This design comes from an exercise in tuning for small area on the open sky130 flow, not from production work. Only simulation tests tie the RTL to the original design; equivalence was not proved. Power and IR drop assume default switching activity.

==> inputs of 02-10 <==
==> flow/design.v (excerpt) <==
module dcs_decoder (
    input  wire        clk,
    input  wire        rst_n,
    input  wire [15:0] cfg_alpha,
    input  wire [25:0] cfg_spb,
    input  wire        in_valid,
    output wire        in_ready,
    input  wire [15:0] in_sample,
    output reg         out_valid,
    output wire        out_bnd,
    output wire        out_bit,
    output reg         out_found,
    output wire [8:0]  out_code,
    output wire        out_inv,
    output reg         out_event
);
clock: 15.0 ns
lec_check: 0
abc_area: 1
cap_margin: 20
core_margin: 2
core_utilization: 50
cts_buf_list: sky130_fd_sc_hd__clkbuf_8
place_density: 0.6
slew_margin: 20
synth_memory_max_bits: 65536
standard.sh (not shown) runs the stock make flow with config.mk's settings and CLKGATE_MAP_FILE= SYNTH_SCRIPT=/design/flow/synth_recipe.tcl, a recipe that flattens the netlist after the stock synthesis.
==> flow/flow/run.sh <==
#!/bin/bash
# Layout flow: the standard flow (standard.sh, the standard synthesis and
# ORFS steps) with one change: the port buffers that global placement inserts
# on every input and output are the platform's smallest buffer (buf_1)
# instead of the cell buffer_ports picks by default. The full make output is
# in flow_make.log; each ORFS step's log is under orfs/logs/.
set -euo pipefail
bash standard.sh "BUFFER_PORTS_ARGS=-buffer_cell sky130_fd_sc_hd__buf_1" finish > flow_make.log 2>&1
==> inputs of 02-28, as changes to 02-10 <==
CTS_BUF_LIST = sky130_fd_sc_hd__clkbuf_4 sky130_fd_sc_hd__clkbuf_8 sky130_fd_sc_hd__clkbuf_16   (was sky130_fd_sc_hd__clkbuf_8)
CTS_CLUSTER_DIAMETER = 80   (was default)
CTS_CLUSTER_SIZE = 16   (was default)
==> inputs of 09-20, as changes to 02-10 <==
CORE_UTILIZATION = 65   (was 50)
CTS_CLUSTER_DIAMETER = 80   (was default)
CTS_CLUSTER_SIZE = 16   (was default)
PLACE_DENSITY = 0.75   (was 0.6)
==> run notes <==
Outcome: 09-20 complete, no violations; 02-10 complete, no violations; 02-28 complete, no violations
WL/cell: 09-20 16.9 µm; 02-10 16.9 µm; 02-28 17.0 µm
Overall global routing resource usage: 09-20 32.5%; 02-10 26.4%; 02-28 25.9%
Global placement routability congestion: 09-20 0.934; 02-10 0.949; 02-28 0.949
Via-to-Cell Ratio: 09-20 5.89; 02-10 5.57; 02-28 5.59
Endpoint of the worst-slack reg-to-reg timing path: 09-20 sb[10]; 02-10 sa[9]; 02-28 win[0]
Vertical die dimension: 09-20 150 µm; 02-10 170 µm; 02-28 170 µm
Slew at the pin closest to its max-slew limit: 09-20 1.05 ns; 02-10 0.971 ns; 02-28 0.983 ns
Start point of the critical path: 09-20 cfg_spb[0]; 02-10 cfg_spb[1]; 02-28 cfg_spb[1]
Placed wire-length estimate after detailed placement: 09-20 25.8 mm; 02-10 26.9 mm; 02-28 26.9 mm
Cell total after placement: 09-20 2102; 02-10 2167; 02-28 2167
Setup slack of the critical path after layout: 09-20 0.532 ns; 02-10 0.631 ns; 02-28 0.587 ns
Cell area power density: 09-20 98.3 nW/µm²; 02-10 114 nW/µm²; 02-28 108 nW/µm²
Total clock network power: 09-20 321 µW; 02-10 620 µW; 02-28 499 µW
First-pass GRT wire length: 09-20 59.2 mm; 02-10 61.1 mm; 02-28 60.4 mm
TritonCTS buffer count: 09-20 18; 02-10 42; 02-28 18
Setup slack of the worst register-to-register path: 09-20 1.07 ns; 02-10 1.05 ns; 02-28 1.07 ns
Cell-internal power: 09-20 933 µW; 02-10 1170 µW; 02-28 1090 µW
Met2 Usage GRT: 09-20 53.6%; 02-10 43.2%; 02-28 43.2%
Non-clock buffers, area share: 09-20 4.00%; 02-10 3.81%; 02-28 3.88%
Post-layout instance area: 09-20 14700 µm²; 02-10 15300 µm²; 02-28 15000 µm²
Arr. time, crit path: 09-20 14.83 ns; 02-10 14.84 ns; 02-28 14.80 ns
Clock root cell: 09-20 sky130_fd_sc_hd__clkbuf_8; 02-10 sky130_fd_sc_hd__clkbuf_8; 02-28 sky130_fd_sc_hd__clkbuf_16
Clock-pin slew reported for the worst setup and hold paths after clock tree synthesis: 09-20 0.10 ns; 02-10 0.06 ns; 02-28 0.07 ns
Clock tree cell share of total cell area: 09-20 2.09%; 02-10 5.70%; 02-28 3.91%
Area of the multi-input gates: 09-20 7510 µm²; 02-10 7520 µm²; 02-28 7520 µm²

* * *

==> inputs of 11-15 <==
Starting RTL as in the previous note.
Settings: LEC_CHECK=0, ABC_AREA=1, CAP_MARGIN=20, CORE_MARGIN=2, CORE_UTILIZATION=50, CTS_BUF_LIST=sky130_fd_sc_hd__clkbuf_8, CTS_CLUSTER_DIAMETER=80, CTS_CLUSTER_SIZE=16, GPL_TIMING_DRIVEN=0, PLACE_DENSITY=0.6, SLEW_MARGIN=20, SYNTH_MEMORY_MAX_BITS=65536; clock period 15.0 ns.
Scripts as last shown in full above: flow/flow/run.sh
==> 12-17: changes against 11-15 <==
--- a/flow/design.v
+++ b/flow/design.v
@@ -765,22 +765,21 @@
     reg                lt;
     reg  [23:0]        acc_lo;       
     reg  [11:0]        acc_hi;
     reg                acc_inc, acc_dec;
     reg  [22:0]        win;          
     reg                bnd;
     reg  [10:0]        sa, sb;
-    reg  [11:0]        e;            
-    reg                va;           
+    reg  [23:0]        e;
     reg  [8:0]         last_code;    
     reg                last_inv;
     reg  [7:0]         counter;
     wire mstart = (mc == 5'd0) && in_valid && ((pc == 5'd0) || (pc >= 5'd13));
-    wire accept = (mc == 5'd16) && in_valid;
-    assign in_ready = (mc == 5'd16);
+    wire accept = (mc == 5'd16);
+    assign in_ready = accept;
     assign out_bnd  = bnd;
     assign out_bit  = win[22];
     assign out_code = last_code;
     assign out_inv  = last_inv;
     wire [15:0] alpha_r = {cfg_alpha[14:0], cfg_alpha[15]};   
     wire        abit    = alpha_r[mc[3:0]];               
     wire [15:0] k_r     = {2'b00, NUDGE_K, 2'b00};        
@@ -834,43 +833,47 @@
             divx = t[11:1];
         end
     endfunction
     wire [10:0] cin = (win[0] ^ bit_n) ? SC : 11'd0;   
     wire        rot = bnd && (pc >= 5'd3) && (pc <= 5'd25);
     wire        det;
     dcs_det u_det (.s((pc <= 5'd14) ? sa : sb), .d(det));
-    wire [8:0]  code  = e[8:0] ^ {9{e[11]}};
-    wire        inv   = e[11];
-    wire        known;
-    dcs_code_rom u_rom (.code(code), .known(known));
-    wire        ve    = (e[11] == e[10]) && (e[10] == e[9]) && known;
-    wire        found = va || ve;
-    wire        e_b   = (pc == 5'd15) ? !ve : !va;   
+    wire [11:0] dA, dB;
+    genvar gi;
+    generate
+        for (gi = 0; gi < 12; gi = gi + 1) begin : g_d
+            assign dA[gi] = win[11 + gi] ^ e[23 - gi];
+            assign dB[gi] = win[11 - gi] ^ e[gi];
+        end
+    endgenerate
+    wire [8:0]  cA = dA[8:0] ^ {9{dA[11]}};
+    wire [8:0]  cB = dB[8:0] ^ {9{dB[11]}};
+    wire        kA, kB;
+    dcs_code_rom u_rom_a (.code(cA), .known(kA));
+    dcs_code_rom u_rom_b (.code(cB), .known(kB));
+    wire        vA = (dA[11] == dA[10]) && (dA[10] == dA[9]) && kA;
+    wire        vB = (dB[11] == dB[10]) && (dB[10] == dB[9]) && kB;
+    wire        found = vA || vB;
+    wire [8:0]  code  = vA ? cA : cB;
+    wire        inv   = vA ? dA[11] : dB[11];
     wire        match = (code == last_code) && (inv == last_inv);
     wire [4:0]  mc_inc, pc_inc;
     dcs_rca #(.W(5)) u_mc (.a(mc), .b(5'd0), .ci(1'b1), .s(mc_inc), .co());
     dcs_rca #(.W(5)) u_pc (.a(pc), .b(5'd0), .ci(1'b1), .s(pc_inc), .co());
     wire [7:0]  counter_inc, counter_dec;
     dcs_rca #(.W(8)) u_cinc (.a(counter), .b(8'd0), .ci(1'b1), .s(counter_inc), .co());
     dcs_rca #(.W(8)) u_cdec (.a(counter), .b(8'hFF), .ci(1'b0), .s(counter_dec), .co());
     always @(posedge clk) begin
         if (mstart)
             pacc <= {{3{y[23]}}, y};
         else if (pc == 5'd1)
             pacc <= 27'd0;
         else
             pacc <= sum[27:1];
-        if (pc >= 5'd15 && pc <= 5'd26) begin
-            if (e_b)
-                e <= {e[10:0], det ^ win[11]};
-        end else begin
-            e <= {det ^ win[11], e[11:1]};
-        end
-        if (pc == 5'd15)
-            va <= ve;
+        e <= {e[22:0], det};
         if (pc == 5'd1) begin
             acc_inc <= !sum[27] && sum[24];
             acc_dec <= sum[27];
         end
         if (pc == 5'd3)
             lt <= !psum[27];
         if (accept) begin
@@ -894,17 +897,17 @@
             sa        <= 11'd0;
             sb        <= 11'd0;
             last_code <= 9'd0;
             last_inv  <= 1'b0;
             counter   <= 8'd0;
         end else begin
             out_valid <= (pc == 5'd27);
-            if (mstart || (mc != 5'd0 && mc != 5'd16))
+            if (mstart || (mc != 5'd0 && !accept))
                 mc <= mc_inc;
-            else
+            else if (accept)
                 mc <= 5'd0;
             if (accept)
                 pc <= 5'd1;
             else if (pc == 5'd27)
                 pc <= 5'd0;
             else if (pc != 5'd0)
                 pc <= pc_inc;
@@ -923,17 +926,16 @@
                     win    <= {bit_n, win[22:1]};
                     sa     <= divx(sa ^ cin);
                     sb     <= mulx(sb) ^ cin;
                 end else begin
                     acc_hi <= acc_hi_n;
                 end
             end else if (rot) begin
-                sa  <= divx(sa);
-                sb  <= mulx(sb);
-                win <= {win[0], win[22:1]};
+                sa <= divx(sa);
+                sb <= mulx(sb);
             end
             if (pc == 5'd27 && bnd) begin
                 if (!found) begin
                     if (counter != 8'd0)
                         counter <= counter_dec;
                 end else if (!match) begin
                     last_code <= code;
==> flow/run.sh (new file) <==
#!/bin/bash
# synth_recipe.tcl (not shown) runs the flow's synth.tcl, then flattens the netlist and writes it again
# the make line also repeats each setting of config.mk as NAME=value (left out here)
make -C /OpenROAD-flow-scripts/flow DESIGN_CONFIG=/design/flow/config.mk WORK_HOME=/design/flow/orfs CLKGATE_MAP_FILE= SYNTH_SCRIPT=/design/flow/synth_recipe.tcl finish
==> flow/config.mk (replaced) <==
export PLATFORM = sky130hd
export DESIGN_NAME = dcs_decoder
export DESIGN_NICKNAME = dcs_decoder
export VERILOG_FILES = /design/flow/design.v
export SDC_FILE = /design/flow/constraint.sdc
export NUM_CORES = 4
export LEC_CHECK = 0
export ABC_AREA = 1
export CAP_MARGIN = 20
export CORE_MARGIN = 2
export CORE_UTILIZATION = 40
export CTS_BUF_LIST = sky130_fd_sc_hd__clkbuf_8
export CTS_CLUSTER_DIAMETER = 80
export CTS_CLUSTER_SIZE = 16
export PLACE_DENSITY = 0.55
export SLEW_MARGIN = 20
export SYNTH_MEMORY_MAX_BITS = 65536
removed: flow/flow/run.sh
removed: flow/standard.sh
==> 04-26: changes against 11-15 <==
--- a/flow/design.v
+++ b/flow/design.v
@@ -765,22 +765,21 @@
     reg                lt;
     reg  [23:0]        acc_lo;       
     reg  [11:0]        acc_hi;
     reg                acc_inc, acc_dec;
     reg  [22:0]        win;          
     reg                bnd;
     reg  [10:0]        sa, sb;
-    reg  [11:0]        e;            
-    reg                va;           
+    reg  [23:0]        e;
     reg  [8:0]         last_code;    
     reg                last_inv;
     reg  [7:0]         counter;
     wire mstart = (mc == 5'd0) && in_valid && ((pc == 5'd0) || (pc >= 5'd13));
-    wire accept = (mc == 5'd16) && in_valid;
-    assign in_ready = (mc == 5'd16);
+    wire accept = (mc == 5'd16);
+    assign in_ready = accept;
     assign out_bnd  = bnd;
     assign out_bit  = win[22];
     assign out_code = last_code;
     assign out_inv  = last_inv;
     wire [15:0] alpha_r = {cfg_alpha[14:0], cfg_alpha[15]};   
     wire        abit    = alpha_r[mc[3:0]];               
     wire [15:0] k_r     = {2'b00, NUDGE_K, 2'b00};        
@@ -834,43 +833,47 @@
             divx = t[11:1];
         end
     endfunction
     wire [10:0] cin = (win[0] ^ bit_n) ? SC : 11'd0;   
     wire        rot = bnd && (pc >= 5'd3) && (pc <= 5'd25);
     wire        det;
     dcs_det u_det (.s((pc <= 5'd14) ? sa : sb), .d(det));
-    wire [8:0]  code  = e[8:0] ^ {9{e[11]}};
-    wire        inv   = e[11];
-    wire        known;
-    dcs_code_rom u_rom (.code(code), .known(known));
-    wire        ve    = (e[11] == e[10]) && (e[10] == e[9]) && known;
-    wire        found = va || ve;
-    wire        e_b   = (pc == 5'd15) ? !ve : !va;   
+    wire [11:0] dA, dB;
+    genvar gi;
+    generate
+        for (gi = 0; gi < 12; gi = gi + 1) begin : g_d
+            assign dA[gi] = win[11 + gi] ^ e[23 - gi];
+            assign dB[gi] = win[11 - gi] ^ e[gi];
+        end
+    endgenerate
+    wire [8:0]  cA = dA[8:0] ^ {9{dA[11]}};
+    wire [8:0]  cB = dB[8:0] ^ {9{dB[11]}};
+    wire        kA, kB;
+    dcs_code_rom u_rom_a (.code(cA), .known(kA));
+    dcs_code_rom u_rom_b (.code(cB), .known(kB));
+    wire        vA = (dA[11] == dA[10]) && (dA[10] == dA[9]) && kA;
+    wire        vB = (dB[11] == dB[10]) && (dB[10] == dB[9]) && kB;
+    wire        found = vA || vB;
+    wire [8:0]  code  = vA ? cA : cB;
+    wire        inv   = vA ? dA[11] : dB[11];
     wire        match = (code == last_code) && (inv == last_inv);
     wire [4:0]  mc_inc, pc_inc;
     dcs_rca #(.W(5)) u_mc (.a(mc), .b(5'd0), .ci(1'b1), .s(mc_inc), .co());
     dcs_rca #(.W(5)) u_pc (.a(pc), .b(5'd0), .ci(1'b1), .s(pc_inc), .co());
     wire [7:0]  counter_inc, counter_dec;
     dcs_rca #(.W(8)) u_cinc (.a(counter), .b(8'd0), .ci(1'b1), .s(counter_inc), .co());
     dcs_rca #(.W(8)) u_cdec (.a(counter), .b(8'hFF), .ci(1'b0), .s(counter_dec), .co());
     always @(posedge clk) begin
         if (mstart)
             pacc <= {{3{y[23]}}, y};
         else if (pc == 5'd1)
             pacc <= 27'd0;
         else
             pacc <= sum[27:1];
-        if (pc >= 5'd15 && pc <= 5'd26) begin
-            if (e_b)
-                e <= {e[10:0], det ^ win[11]};
-        end else begin
-            e <= {det ^ win[11], e[11:1]};
-        end
-        if (pc == 5'd15)
-            va <= ve;
+        e <= {e[22:0], det};
         if (pc == 5'd1) begin
             acc_inc <= !sum[27] && sum[24];
             acc_dec <= sum[27];
         end
         if (pc == 5'd3)
             lt <= !psum[27];
         if (accept) begin
@@ -894,17 +897,17 @@
             sa        <= 11'd0;
             sb        <= 11'd0;
             last_code <= 9'd0;
             last_inv  <= 1'b0;
             counter   <= 8'd0;
         end else begin
             out_valid <= (pc == 5'd27);
-            if (mstart || (mc != 5'd0 && mc != 5'd16))
+            if (mstart || (mc != 5'd0 && !accept))
                 mc <= mc_inc;
-            else
+            else if (accept)
                 mc <= 5'd0;
             if (accept)
                 pc <= 5'd1;
             else if (pc == 5'd27)
                 pc <= 5'd0;
             else if (pc != 5'd0)
                 pc <= pc_inc;
@@ -923,17 +926,16 @@
                     win    <= {bit_n, win[22:1]};
                     sa     <= divx(sa ^ cin);
                     sb     <= mulx(sb) ^ cin;
                 end else begin
                     acc_hi <= acc_hi_n;
                 end
             end else if (rot) begin
-                sa  <= divx(sa);
-                sb  <= mulx(sb);
-                win <= {win[0], win[22:1]};
+                sa <= divx(sa);
+                sb <= mulx(sb);
             end
             if (pc == 5'd27 && bnd) begin
                 if (!found) begin
                     if (counter != 8'd0)
                         counter <= counter_dec;
                 end else if (!match) begin
                     last_code <= code;
==> flow/run.sh (new file) <==
#!/bin/bash
# synth_recipe.tcl (not shown) runs the flow's synth.tcl, then flattens the netlist and writes it again
# the make line also repeats each setting of config.mk as NAME=value (left out here)
make -C /OpenROAD-flow-scripts/flow DESIGN_CONFIG=/design/flow/config.mk WORK_HOME=/design/flow/orfs CLKGATE_MAP_FILE= SYNTH_SCRIPT=/design/flow/synth_recipe.tcl finish
==> flow/config.mk (replaced) <==
export PLATFORM = sky130hd
export DESIGN_NAME = dcs_decoder
export DESIGN_NICKNAME = dcs_decoder
export VERILOG_FILES = /design/flow/design.v
export SDC_FILE = /design/flow/constraint.sdc
export NUM_CORES = 4
export LEC_CHECK = 0
export ABC_AREA = 1
export CAP_MARGIN = 20
export CORE_MARGIN = 2
export CORE_UTILIZATION = 65
export CTS_BUF_LIST = sky130_fd_sc_hd__clkbuf_8
export CTS_CLUSTER_DIAMETER = 80
export CTS_CLUSTER_SIZE = 16
export PLACE_DENSITY = 0.75
export SLEW_MARGIN = 20
export SYNTH_MEMORY_MAX_BITS = 65536
removed: flow/flow/run.sh
removed: flow/standard.sh
==> run notes <==
quantity                                                            11-15               04-26               12-17
Outcome                                  no timing/DRC/antenna violations  no timing/DRC/antenna violations  no timing/DRC/antenna violations
Overall power of the completed layout                            1.472 mW            2.230 mW            2.199 mW
Fin area                                                     0.01493 mm^2        0.01611 mm^2        0.01638 mm^2
Worst hold margin                                               0.4627 ns           0.3674 ns           0.3678 ns
Placed cell count                                                    2227                2241                2426
Post-route minimum period                                        14.63 ns            14.62 ns            14.47 ns
Inverters                                                             235                 276                 276
Worst reg2reg path endpoint                           phase[0]$_SDFF_PN0_    pacc[25]$_DFF_P_    pacc[25]$_DFF_P_
Total power divided by cell area                            98.63 mW/mm^2       138.5 mW/mm^2       134.2 mW/mm^2
Syn_nets                                                             1958                2081                2081
Multi-input gate area in the final layout                   0.007523 mm^2       0.008112 mm^2       0.008114 mm^2
Synth Area in Compound Gates                                       0.1939              0.1907              0.1907
Setup fix buffers added after clock tree synthesis                      1                   1                   0
Post-synthesis xor/xnor area fraction                             0.02476             0.03411             0.03411
Average instance area after synthesis                          7.632 um^2          7.541 um^2          7.541 um^2
Die boundary width                                               170.1 um            153.7 um            194.8 um
Area of the mapped netlist                                   0.01380 mm^2        0.01456 mm^2        0.01456 mm^2
Leakage                                                          5.852 nW            6.526 nW            6.551 nW
Count of plain and timing-repair buffers                              170                 113                 118
Final cell count without fillers                                     2260                2273                2460
Latest clock arrival within the worst-skew pair                   0.58 ns             0.55 ns             0.56 ns
Pin count of the biggest net entering global routing                   18                  92                  63
Clock network power                                              0.332 mW            0.373 mW            0.367 mW
Peak ir drop on the vdd network                                0.08694 mV           0.1406 mV          0.07322 mV
Routing usage on met3                                             0.03093             0.07441             0.03453
Initial core utilization                                           0.5106              0.6652              0.4074
Worst reg2reg path startpoint                          pc[1]$_SDFFE_PP0P_  pc[1]$_SDFFE_PP0P_  mc[0]$_SDFFE_PN0P_

==> what the ideal ports hide <==
The results above use ideal ports. As a check the final layouts listed here were re-extracted and re-timed, cells and wires unchanged.
Step 1 (the two cells are an assumption about what drives the block):
set clk [get_ports {clk}]
set_driving_cell -lib_cell sky130_fd_sc_hd__clkbuf_16 $clk
set_driving_cell -lib_cell sky130_fd_sc_hd__buf_2 [delete_from_list [all_inputs] $clk]
Step 2 adds t to the input delays and takes it off the output delays; t is the mean of the earliest and latest rising clock arrival at the registers after step 1. Input paths then give back, and output paths get back, about the clock's delay inside the block.
Slacks: ideal ports / drivers / drivers and shift; pairs: ideal ports / drivers.
run | shift t [ns] | setup WS [ns] | hold slack, ns
02-10 | 0.595 | 0.631 / 0.656 / 0.061 | 0.476 / 0.476 / 0.476
02-28 | 0.550 | 0.587 / 0.616 / 0.066 | 0.478 / 0.478 / 0.478
09-20 | 0.562 | 0.532 / 0.542 / -0.020 | 0.485 / 0.485 / 0.485
11-15 | 0.601 | 0.373 / 0.395 / -0.205 | 0.463 / 0.463 / 0.463
12-17 | 0.597 | 0.525 / 0.544 / -0.052 | 0.368 / 0.368 / 0.368
04-26 | 0.582 | 0.378 / 0.398 / -0.184 | 0.367 / 0.367 / 0.367
With both steps, setup timing fails in 09-20, 11-15, 12-17 and 04-26, where it was met with ideal ports. The setup slack of 11-15, which loses most, moves by +0.022 ns with the drivers and by -0.578 ns with both steps.
